This design comes from an exercise in tuning for small area, a short achievable clock period and few clock cycles per item on the open sky130 flow, not from production work.
Where RTL was checked, it was by simulation tests only, not by an equivalence proof against the original.
Power figures rest on the tool's default switching activity, not on a simulated workload.

==> try-amber: inputs <==
// curve_tangler
module curve_tangler (
    input  wire        clk,
    input  wire        rst,         
    input  wire        cmd_valid,
    output wire        cmd_ready,
    input  wire [1:0]  cmd_op,
    input  wire [63:0] cmd_arg,
    output wire        rsp_valid,
    input  wire        rsp_ready,
    output wire [63:0] rsp_data
);
Settings: LEC_CHECK=0, ABC_CLOCK_PERIOD_IN_PS=4500, CAP_MARGIN=20, CORE_MARGIN=2, CORE_UTILIZATION=40, GPL_ROUTABILITY_DRIVEN=1, GPL_TIMING_DRIVEN=1, PLACE_DENSITY=0.6, SETUP_SLACK_MARGIN=5, SLEW_MARGIN=20; clock period 10.0 ns.
run.sh (not shown) runs the stock make flow with config.mk's settings and CLKGATE_MAP_FILE= SYNTH_SCRIPT=/design/flow/synth_recipe.tcl, a recipe that flattens the netlist after the stock synthesis.
==> inputs of try-indigo, as changes to try-amber <==
--- a/flow/design.v
+++ b/flow/design.v
@@ -9,35 +9,34 @@
     input  wire        rsp_ready,
     output wire [63:0] rsp_data
 );
     reg  valid;
     assign cmd_ready = ~valid | rsp_ready;
     assign rsp_valid = valid;
     wire hil = cmd_op[1];
     wire det = cmd_op[0];
-    wire nhil = ~hil;
     wire [31:0] ex = cmd_arg[63:32];
     wire [31:0] ey = cmd_arg[31:0];
     wire [31:0] lm01, lm10, lv0, lv1;
     genvar k;
     generate for (k = 0; k < 32; k = k + 1) begin : g_leaf
         wire d = ex[k] ^ ey[k];
         wire a = cmd_arg[2*k+1];
         wire b = cmd_arg[2*k];
-        assign lm01[k] = hil & ~det & d;
-        assign lm10[k] = hil & ~det & ~d;
-        assign lv0[k]  = hil & (det ? (a & b) : (d & ex[k]));
-        assign lv1[k]  = hil & (det ? ~(a | b) : ~(d | ex[k]));
+        assign lm01[k] = ~det & d;
+        assign lm10[k] = ~det & ~d;
+        assign lv0[k]  = det ? (a & b) : (d & ex[k]);
+        assign lv1[k]  = det ? ~(a | b) : ~(d | ex[k]);
     end endgenerate
     wire [31:0] a_m01 = lm01, a_m10 = lm10, a_v0 = lv0, a_v1 = lv1;
     wire s0_c_1;
-    assign s0_c_1 = ((a_m01[31] & nhil) ^ a_v0[31]);
+    assign s0_c_1 = a_v0[31];
     wire s0_p_2;
-    assign s0_p_2 = (nhil ^ a_v1[31]);
+    assign s0_p_2 = a_v1[31];
     wire s0_c_3;
     assign s0_c_3 = (s0_c_1 ^ (a_m01[30] & s0_p_2) ^ a_v0[30]);
     wire s0_p_4;
     assign s0_p_4 = ((a_m10[30] & s0_c_1) ^ s0_p_2 ^ a_v1[30]);
     wire s0_c_5;
     assign s0_c_5 = (s0_c_3 ^ (a_m01[29] & s0_p_4) ^ a_v0[29]);
     wire s0_p_6;
     assign s0_p_6 = ((a_m10[29] & s0_c_3) ^ s0_p_4 ^ a_v1[29]);
@@ -418,28 +417,28 @@
     wire rdet = r_op[0];
     wire rhil = r_op[1];
     wire [31:0] rx = r_arg[63:32];
     wire [31:0] ry = r_arg[31:0];
     generate for (k = 0; k < 32; k = k + 1) begin : g_leafb
         wire d = rx[k] ^ ry[k];
         wire a = r_arg[2*k+1];
         wire b = r_arg[2*k];
-        assign b_m01[k] = rhil & ~rdet & d;
-        assign b_m10[k] = rhil & ~rdet & ~d;
-        assign b_v0[k]  = rhil & (rdet ? (a & b) : (d & rx[k]));
-        assign b_v1[k]  = rhil & (rdet ? ~(a | b) : ~(d | rx[k]));
+        assign b_m01[k] = ~rdet & d;
+        assign b_m10[k] = ~rdet & ~d;
+        assign b_v0[k]  = rdet ? (a & b) : (d & rx[k]);
+        assign b_v1[k]  = rdet ? ~(a | b) : ~(d | rx[k]);
     end endgenerate
     wire [31:0] sc, sp;    
     assign sc[31] = 1'b0;
-    assign sp[31] = ~rhil;
+    assign sp[31] = 1'b0;
     wire wkc_179;
-    assign wkc_179 = ((b_m01[31] & ~rhil) ^ b_v0[31]);
+    assign wkc_179 = b_v0[31];
     wire wkp_180;
-    assign wkp_180 = (~rhil ^ b_v1[31]);
+    assign wkp_180 = b_v1[31];
     assign sc[30] = wkc_179;
     assign sp[30] = wkp_180;
     wire wkc_181;
     assign wkc_181 = (wkc_179 ^ (b_m01[30] & wkp_180) ^ b_v0[30]);
     wire wkp_182;
     assign wkp_182 = ((b_m10[30] & wkc_179) ^ wkp_180 ^ b_v1[30]);
     assign sc[29] = wkc_181;
     assign sp[29] = wkp_182;
@@ -593,20 +592,20 @@
     wire [31:0] ent_hi, ent_lo, det_hi, det_lo;
     generate for (k = 0; k < 32; k = k + 1) begin : g_out
         wire x = rx[k];
         wire y = ry[k];
         wire d = x ^ y;
         wire a = r_arg[2*k+1];
         wire b = r_arg[2*k];
         wire hx = a ^ sc[k] ^ (b & (sc[k] ^ sp[k]));
-        assign ent_hi[k] = x ^ (d ? sp[k] : sc[k]);
+        assign ent_hi[k] = r_op[1] ? (x ^ (d ? sp[k] : sc[k])) : y;
         assign ent_lo[k] = r_op[1] ? d : x;
         assign det_hi[k] = r_op[1] ? hx : b;
-        assign det_lo[k] = hx ^ b;
+        assign det_lo[k] = r_op[1] ? (hx ^ b) : a;
     end endgenerate
     assign nxt[0] = r_op[0] ? det_lo[0] : ent_lo[0];
     assign nxt[1] = r_op[0] ? det_lo[1] : ent_hi[0];
     assign nxt[2] = r_op[0] ? det_lo[2] : ent_lo[1];
     assign nxt[3] = r_op[0] ? det_lo[3] : ent_hi[1];
     assign nxt[4] = r_op[0] ? det_lo[4] : ent_lo[2];
     assign nxt[5] = r_op[0] ? det_lo[5] : ent_hi[2];
     assign nxt[6] = r_op[0] ? det_lo[6] : ent_lo[3];
==> flow/config.mk (replaced) <==
export PLATFORM = sky130hd
export DESIGN_NAME = curve_tangler
export DESIGN_NICKNAME = curve_tangler
export VERILOG_FILES = /design/flow/design.v
export SDC_FILE = /design/flow/constraint.sdc
export NUM_CORES = 4
export LEC_CHECK = 0
export CAP_MARGIN = 20
export CORE_MARGIN = 2
export CORE_UTILIZATION = 30
export GPL_ROUTABILITY_DRIVEN = 1
export PLACE_DENSITY = 0.45
export SLEW_MARGIN = 20
==> inputs of try-sierra, as changes to try-amber <==
==> flow/config.mk (replaced) <==
export PLATFORM = sky130hd
export DESIGN_NAME = curve_tangler
export DESIGN_NICKNAME = curve_tangler
export VERILOG_FILES = /design/flow/design.v
export SDC_FILE = /design/flow/constraint.sdc
export NUM_CORES = 4
export LEC_CHECK = 0
export ABC_AREA = 1
export CAP_MARGIN = 20
export CORE_MARGIN = 2
export CORE_UTILIZATION = 40
export GPL_ROUTABILITY_DRIVEN = 1
export GPL_TIMING_DRIVEN = 1
export PLACE_DENSITY = 0.6
export SETUP_SLACK_MARGIN = 5
export SLEW_MARGIN = 20
==> summary of the runs <==
- Sequential power: try-amber is larger than try-sierra (about 7%).
- First-iteration DRC count: try-amber is higher than try-indigo (about 60%).
- Non-clock buffer count: try-indigo < try-sierra < try-amber.
- The lowest global-route usage belongs to try-indigo, the highest to try-sierra.
- Setup slack, highest first: try-sierra, try-amber, try-indigo.
- Via count, highest first: try-sierra, try-amber, try-indigo.
- Of try-indigo and try-amber, try-amber has the higher wire length (gap 10%, measured against try-amber).
- Against try-indigo, the clock skew of try-sierra is lower by 0.0012 ns.
- Critical path depth: try-sierra < try-indigo < try-amber.
Testbench counts of try-amber, summed over its fixed seeds: cycles 8,008, items 8,000.
Testbench counts of try-sierra, summed over its fixed seeds: cycles 8,008, items 8,000.
The RTL of try-indigo was laid out without a check of its function.

* * *

==> inputs of 04-16 <==
curve_tangler, a different RTL version from the one above (not shown whole).
// curve_tangler
module curve_tangler (
    input  wire        clk,
    input  wire        rst,         
    input  wire        cmd_valid,
    output wire        cmd_ready,
    input  wire [1:0]  cmd_op,
    input  wire [63:0] cmd_arg,
    output wire        rsp_valid,
    input  wire        rsp_ready,
    output wire [63:0] rsp_data
);
    reg  valid;
    assign cmd_ready = ~valid | rsp_ready;
    assign rsp_valid = valid;
    wire hil = cmd_op[1];
    wire det = cmd_op[0];
    wire ent = hil & ~det;           
    wire [31:0] ax = cmd_arg[63:32];
    wire [31:0] ay = cmd_arg[31:0];
    wire [31:0] u, s, lm01, lm10, lv0, lv1;
    genvar k;
    generate for (k = 0; k < 32; k = k + 1) begin : g_leaf
        assign u[k]    = det ? cmd_arg[2*k+1] : ax[k];
        assign s[k]    = det ? cmd_arg[2*k] : (ax[k] ^ ay[k]);
        assign lm01[k] = ent & s[k];
        assign lm10[k] = ent & ~s[k];
        assign lv0[k]  = hil & s[k] & u[k];
        assign lv1[k]  = hil & ~(s[k] | u[k]);
    end endgenerate
    wire gmc_1;
  ...
==> flow/config.mk <==
export PLATFORM = sky130hd
export DESIGN_NAME = curve_tangler
export DESIGN_NICKNAME = curve_tangler
export VERILOG_FILES = /design/flow/design.v
export SDC_FILE = /design/flow/constraint.sdc
export NUM_CORES = 4
export LEC_CHECK = 0
export ABC_AREA = 1
export CAP_MARGIN = 20
export CORE_MARGIN = 2
export CORE_UTILIZATION = 40
export GPL_ROUTABILITY_DRIVEN = 1
export GPL_TIMING_DRIVEN = 1
export PLACE_DENSITY = 0.6
export SLEW_MARGIN = 20
==> flow/constraint.sdc <==
create_clock -name core_clock -period 10.0 [get_ports {clk}]
set_input_delay 2.0000 -clock core_clock [delete_from_list [all_inputs] [get_ports {clk}]]
set_output_delay 2.0000 -clock core_clock [all_outputs]
set_load 0.01 [all_outputs]
standard.sh (not shown) runs the stock make flow with config.mk's settings and CLKGATE_MAP_FILE= SYNTH_SCRIPT=/design/flow/synth_recipe.tcl, a recipe that flattens the netlist after the stock synthesis.
==> flow/flow/run.sh <==
#!/bin/bash
# The standard layout, with these changes to how it is made:
#  - synthesis maps the logic between the registers and the rsp_data outputs
#    with flow/abc_post.script (ABC area mapping, amap), and the rest of the
#    logic with the standard ABC area script (flow/patch_synth.py)
#  - the setup repair aims at the slack margin in flow/margin.txt
#  - the port buffers are sky130_fd_sc_hd__buf_1
# Registers, constraints and clock period are those of the standard flow.
# make's output goes to flow_make.log; each step's log is under orfs/logs.
set -euo pipefail
MARGIN=$(cat flow/margin.txt)
rm -rf scripts_x
cp -r "$FLOW_HOME/scripts" scripts_x
cp flow/abc_post.script scripts_x/abc_post.script
python3 flow/patch_synth.py scripts_x > patch_synth.log 2>&1
bash standard.sh "SCRIPTS_DIR=$PWD/scripts_x" "SETUP_SLACK_MARGIN=$MARGIN" \
  "BUFFER_PORTS_ARGS=-buffer_cell sky130_fd_sc_hd__buf_1" finish > flow_make.log 2>&1
==> flow/flow/abc_post.script <==
strash
dch
amap -m
topo
stime -c
buffer -c
upsize -c
dnsize -c
==> flow/flow/margin.txt <==
4.95
==> flow/flow/patch_synth.py <==
#!/usr/bin/env python3
"""Patch a copy of ORFS's scripts/synth.tcl: map the logic between the
registers and the rsp_data outputs with flow/abc_post.script (area mapping)
before the usual ABC call maps the rest of the logic with the standard script.
usage: patch_synth.py SCRIPTS_DIR"""
import sys
p = sys.argv[1] + "/synth.tcl"
s = open(p).read()
a = """  log_cmd abc {*}$abc_args
} else {"""
b = """  # the logic from the registers to the response outputs is mapped for area
  # with abc_post.script; the rest of the logic with the standard script
  select -set post_cone o:rsp_data %ci*:-sky130_fd_sc_hd__edfxtp_1:-sky130_fd_sc_hd__dfxtp_1
  select -set post_gates @post_cone t:\\$_* %i
  puts "post-register gates mapped for area: [llength [split [string trim [tee -q -s result.string select -list @post_gates]] "\\n"]]"
  set abc_args_post [lreplace $abc_args 1 1 $::env(SCRIPTS_DIR)/abc_post.script]
  log_cmd abc {*}$abc_args_post @post_gates
  log_cmd abc {*}$abc_args
} else {"""
if s.count(a) != 1:
    sys.exit("patch_synth.py: anchor not found in " + p)
open(p, "w").write(s.replace(a, b))
==> 03-17: changes against 04-16 <==
==> flow/flow/margin.txt (replaced) <==
4.85
==> 11-08: changes against 04-16 <==
==> flow/flow/run.sh (replaced) <==
#!/bin/bash
# The standard layout, with these changes to how it is made:
#  - if flow/abc_area.script exists, ABC maps the logic with it
#  - the setup repair aims at the slack margin in flow/margin.txt
#  - the port buffers are sky130_fd_sc_hd__buf_1
# Registers, constraints and clock period are those of the standard flow.
set -euo pipefail
MARGIN=$(cat flow/margin.txt)
rm -rf scripts_x
cp -r "$FLOW_HOME/scripts" scripts_x
if [[ -f flow/abc_area.script ]]; then
  cp flow/abc_area.script scripts_x/abc_area.script
fi
bash standard.sh "SCRIPTS_DIR=$PWD/scripts_x" "SETUP_SLACK_MARGIN=$MARGIN" \
  "BUFFER_PORTS_ARGS=-buffer_cell sky130_fd_sc_hd__buf_1" finish > flow_make.log 2>&1
==> flow/flow/margin.txt (replaced) <==
4.9
removed: flow/flow/abc_post.script
removed: flow/flow/patch_synth.py
==> qor summary <==
metric	11-08	03-17	04-16
Result of the run	no timing/DRC/antenna violations	no timing/DRC/antenna violations	no timing/DRC/antenna violations
Proportion of total power due to net switching	0.496	0.483	0.482
Clock edge transition at the registers on the reported setup and hold paths	60 ps	70 ps	70 ps
End of the critical path	rsp_data[16]	rsp_data[25]	rsp_data[24]
Invs w/o clock	286	265	266
Layout Cells excl Fill	2529	2421	2441
Initial antenna violation count	0	3	3
Total routing usage reported by global routing	0.249	0.249	0.251
Sequential share of cell area	0.180	0.189	0.185
Total power per unit cell area	156 nW/µm²	157 nW/µm²	156 nW/µm²
Nets	2204	2102	2122
End of the worst register-to-register path	r_o[11]$_DFFE_PP_	r_c[4]$_DFFE_PP_	r_o[11]$_DFFE_PP_
GRT met2 Usage	0.394	0.388	0.393
Vias in the first global route	11600	11400	11500
Minimum clock period	4850 ps	4980 ps	4880 ps
Layout clock buffer count	9	10	10
Slew margin rel.	0.484	0.544	0.553
Fraction of layout instances using a drive strength above 1	0.0860	0.0795	0.0953
Wire length the detailed router placed on met1	19700 µm	18700 µm	18800 µm
Grt met3 use	0.0219	0.0274	0.0283
Area fraction in and, or, nand and nor cells after synthesis	0.383	0.362	0.362
Testbench counts of 04-16, summed over its fixed seeds: cycles 8,008, items 8,000.
Testbench counts of 03-17, summed over its fixed seeds: cycles 8,008, items 8,000.
Testbench counts of 11-08, summed over its fixed seeds: cycles 8,008, items 8,000.

* * *

==> run C <==
Starting RTL as in the previous note.
clock: 10.0 ns
lec_check: 0
abc_area: 1
cap_margin: 20
core_margin: 2
core_utilization: 40
gpl_routability_driven: 1
gpl_timing_driven: 1
place_density: 0.6
slew_margin: 20
tns_end_percent: 0
==> flow/flow/run.sh <==
#!/bin/bash
# The standard layout, with these changes to how it is made:
#  - if flow/abc_area.script exists, ABC maps the logic with it
#  - the setup repair aims at the slack margin in flow/margin.txt
#  - the port buffers are sky130_fd_sc_hd__buf_1
# Registers, constraints and clock period are those of the standard flow.
set -euo pipefail
MARGIN=$(cat flow/margin.txt)
rm -rf scripts_x
cp -r "$FLOW_HOME/scripts" scripts_x
if [[ -f flow/abc_area.script ]]; then
  cp flow/abc_area.script scripts_x/abc_area.script
fi
bash standard.sh "SCRIPTS_DIR=$PWD/scripts_x" "SETUP_SLACK_MARGIN=$MARGIN" \
  "BUFFER_PORTS_ARGS=-buffer_cell sky130_fd_sc_hd__buf_1" finish > flow_make.log 2>&1
==> flow/flow/margin.txt <==
4.95
==> inputs of run H, as changes to run C <==
- CORE_UTILIZATION: 40 -> 50
- PLACE_DENSITY: 0.6 -> 0.7
- TNS_END_PERCENT: 0 -> unset
==> inputs of run F, as changes to run C <==
--- a/flow/flow/run.sh
+++ b/flow/flow/run.sh
@@ -4,3 +4,3 @@
 #  - the setup repair aims at the slack margin in flow/margin.txt
-#  - the port buffers are sky130_fd_sc_hd__buf_1
+#  - the port buffers are sky130_fd_sc_hd__buf_2
 # Registers, constraints and clock period are those of the standard flow.
@@ -14,2 +14,2 @@
 bash standard.sh "SCRIPTS_DIR=$PWD/scripts_x" "SETUP_SLACK_MARGIN=$MARGIN" \
-  "BUFFER_PORTS_ARGS=-buffer_cell sky130_fd_sc_hd__buf_1" finish > flow_make.log 2>&1
+  "BUFFER_PORTS_ARGS=-buffer_cell sky130_fd_sc_hd__buf_2" finish > flow_make.log 2>&1
==> flow/flow/margin.txt (replaced) <==
4.5
- TNS_END_PERCENT: 0 -> unset
==> inputs of run Z, as changes to run C <==
--- a/flow/flow/run.sh
+++ b/flow/flow/run.sh
@@ -2,3 +2,4 @@
 # The standard layout, with these changes to how it is made:
-#  - if flow/abc_area.script exists, ABC maps the logic with it
+#  - if flow/abc_area.script exists, ABC maps the logic with it (here: two rounds of
+#    the standard area mapping)
 #  - the setup repair aims at the slack margin in flow/margin.txt
==> flow/flow/abc_area.script (new file) <==
strash
dch
map -B 0.9
topo
strash
dch
map -B 0.9
topo
stime -c
buffer -c
upsize -c
dnsize -c
- TNS_END_PERCENT: 0 -> unset
==> notes.md <==
Outcome: run C finished clean; run H finished clean; run Z finished clean; run F finished clean
Fraction of synthesized cell area taken by the top area cell type: run C 19.9%; run H 19.9%; run Z 20.4%; run F 19.9%
Synthesized instance count: run C 2038; run H 2038; run Z 2091; run F 2038
Type of the worst setup path: run C primary input to flip-flop; run H flip-flop to output port; run Z primary input to flip-flop; run F primary input to flip-flop
Fraction of area in multi-input gates: run C 61.8%; run H 62.2%; run Z 61.4%; run F 62.1%
Relative slew margins: run C 47.6%; run H 34.6%; run Z 35.9%; run F 38.2%
Power Dens Cells: run C 156 nW/um^2; run H 158 nW/um^2; run Z 152 nW/um^2; run F 159 nW/um^2
Final wirelength: run C 40.9 mm; run H 38.4 mm; run Z 43.5 mm; run F 39.0 mm
Clk power: run C 0.000300 W; run H 0.000327 W; run Z 0.000306 W; run F 0.000296 W
Maximum vdd ir drop: run C 0.0906 mV; run H 0.0899 mV; run Z 0.0901 mV; run F 0.0744 mV
Critical-path cell with the highest stage delay: run C sky130_fd_sc_hd__buf_16; run H sky130_fd_sc_hd__edfxtp_1; run Z sky130_fd_sc_hd__xor2_2; run F sky130_fd_sc_hd__nor2_4
Aggregate global-route resource usage: run C 24.8%; run H 28.0%; run Z 25.4%; run F 24.5%
Worst-path maximum fanout: run C 36; run H 8; run Z 33; run F 35
Worst-margin pin slew: run C 0.784 ns; run H 0.981 ns; run Z 0.962 ns; run F 0.928 ns
Testbench counts of run C, summed over its fixed seeds: cycles 8,008, items 8,000.
Testbench counts of run H, summed over its fixed seeds: cycles 8,008, items 8,000.
Testbench counts of run F, summed over its fixed seeds: cycles 8,008, items 8,000.
Testbench counts of run Z, summed over its fixed seeds: cycles 8,008, items 8,000.

==> what the ideal ports hide <==
The results above use ideal ports. As a check the final layouts listed here were re-extracted and re-timed, cells and wires unchanged. Step 1 assumes that a clkbuf_16 drives the clock port and a buf_2 every other input. Step 2 times the ports against the registers' clock, not the clock port: input delays grow and output delays shrink by t, the midpoint of the rising clock arrivals with the driver on. a / b / c = ideal ports / drivers / drivers and shift; a / b = the first two.
| run | shift t [ns] | setup slack, ns | latest minus earliest clock arrival (ns) | pins driven straight from the clock port |
|---|---|---|---|---|
| try-amber | 0.397 | 4.026 / 3.974 / 4.086 | 0.008 / 0.008 | 1 |
| try-indigo | 0.393 | 3.130 / 3.082 / 3.474 | 0.010 / 0.009 | 1 |
| try-sierra | 0.396 | 4.411 / 4.361 / 4.757 | 0.013 / 0.013 | 1 |
| 04-16 | 0.372 | 5.119 / 5.078 / 4.773 | 0.010 / 0.009 | 1 |
| 03-17 | 0.376 | 5.019 / 4.978 / 4.770 | 0.011 / 0.010 | 1 |
| 11-08 | 0.370 | 5.153 / 5.111 / 4.757 | 0.011 / 0.011 | 1 |
| run C | 0.370 | 5.176 / 5.125 / 4.755 | 0.011 / 0.011 | 1 |
| run H | 0.371 | 5.174 / 5.134 / 4.841 | 0.012 / 0.012 | 1 |
| run F | 0.369 | 4.856 / 4.859 / 4.490 | 0.009 / 0.010 | 1 |
| run Z | 0.369 | 5.120 / 5.086 / 4.717 | 0.009 / 0.009 | 1 |
After both steps setup and hold are still met in every run listed. For run C, which loses most, drivers alone change the setup slack by -0.051 ns; drivers and shift together by -0.421 ns.
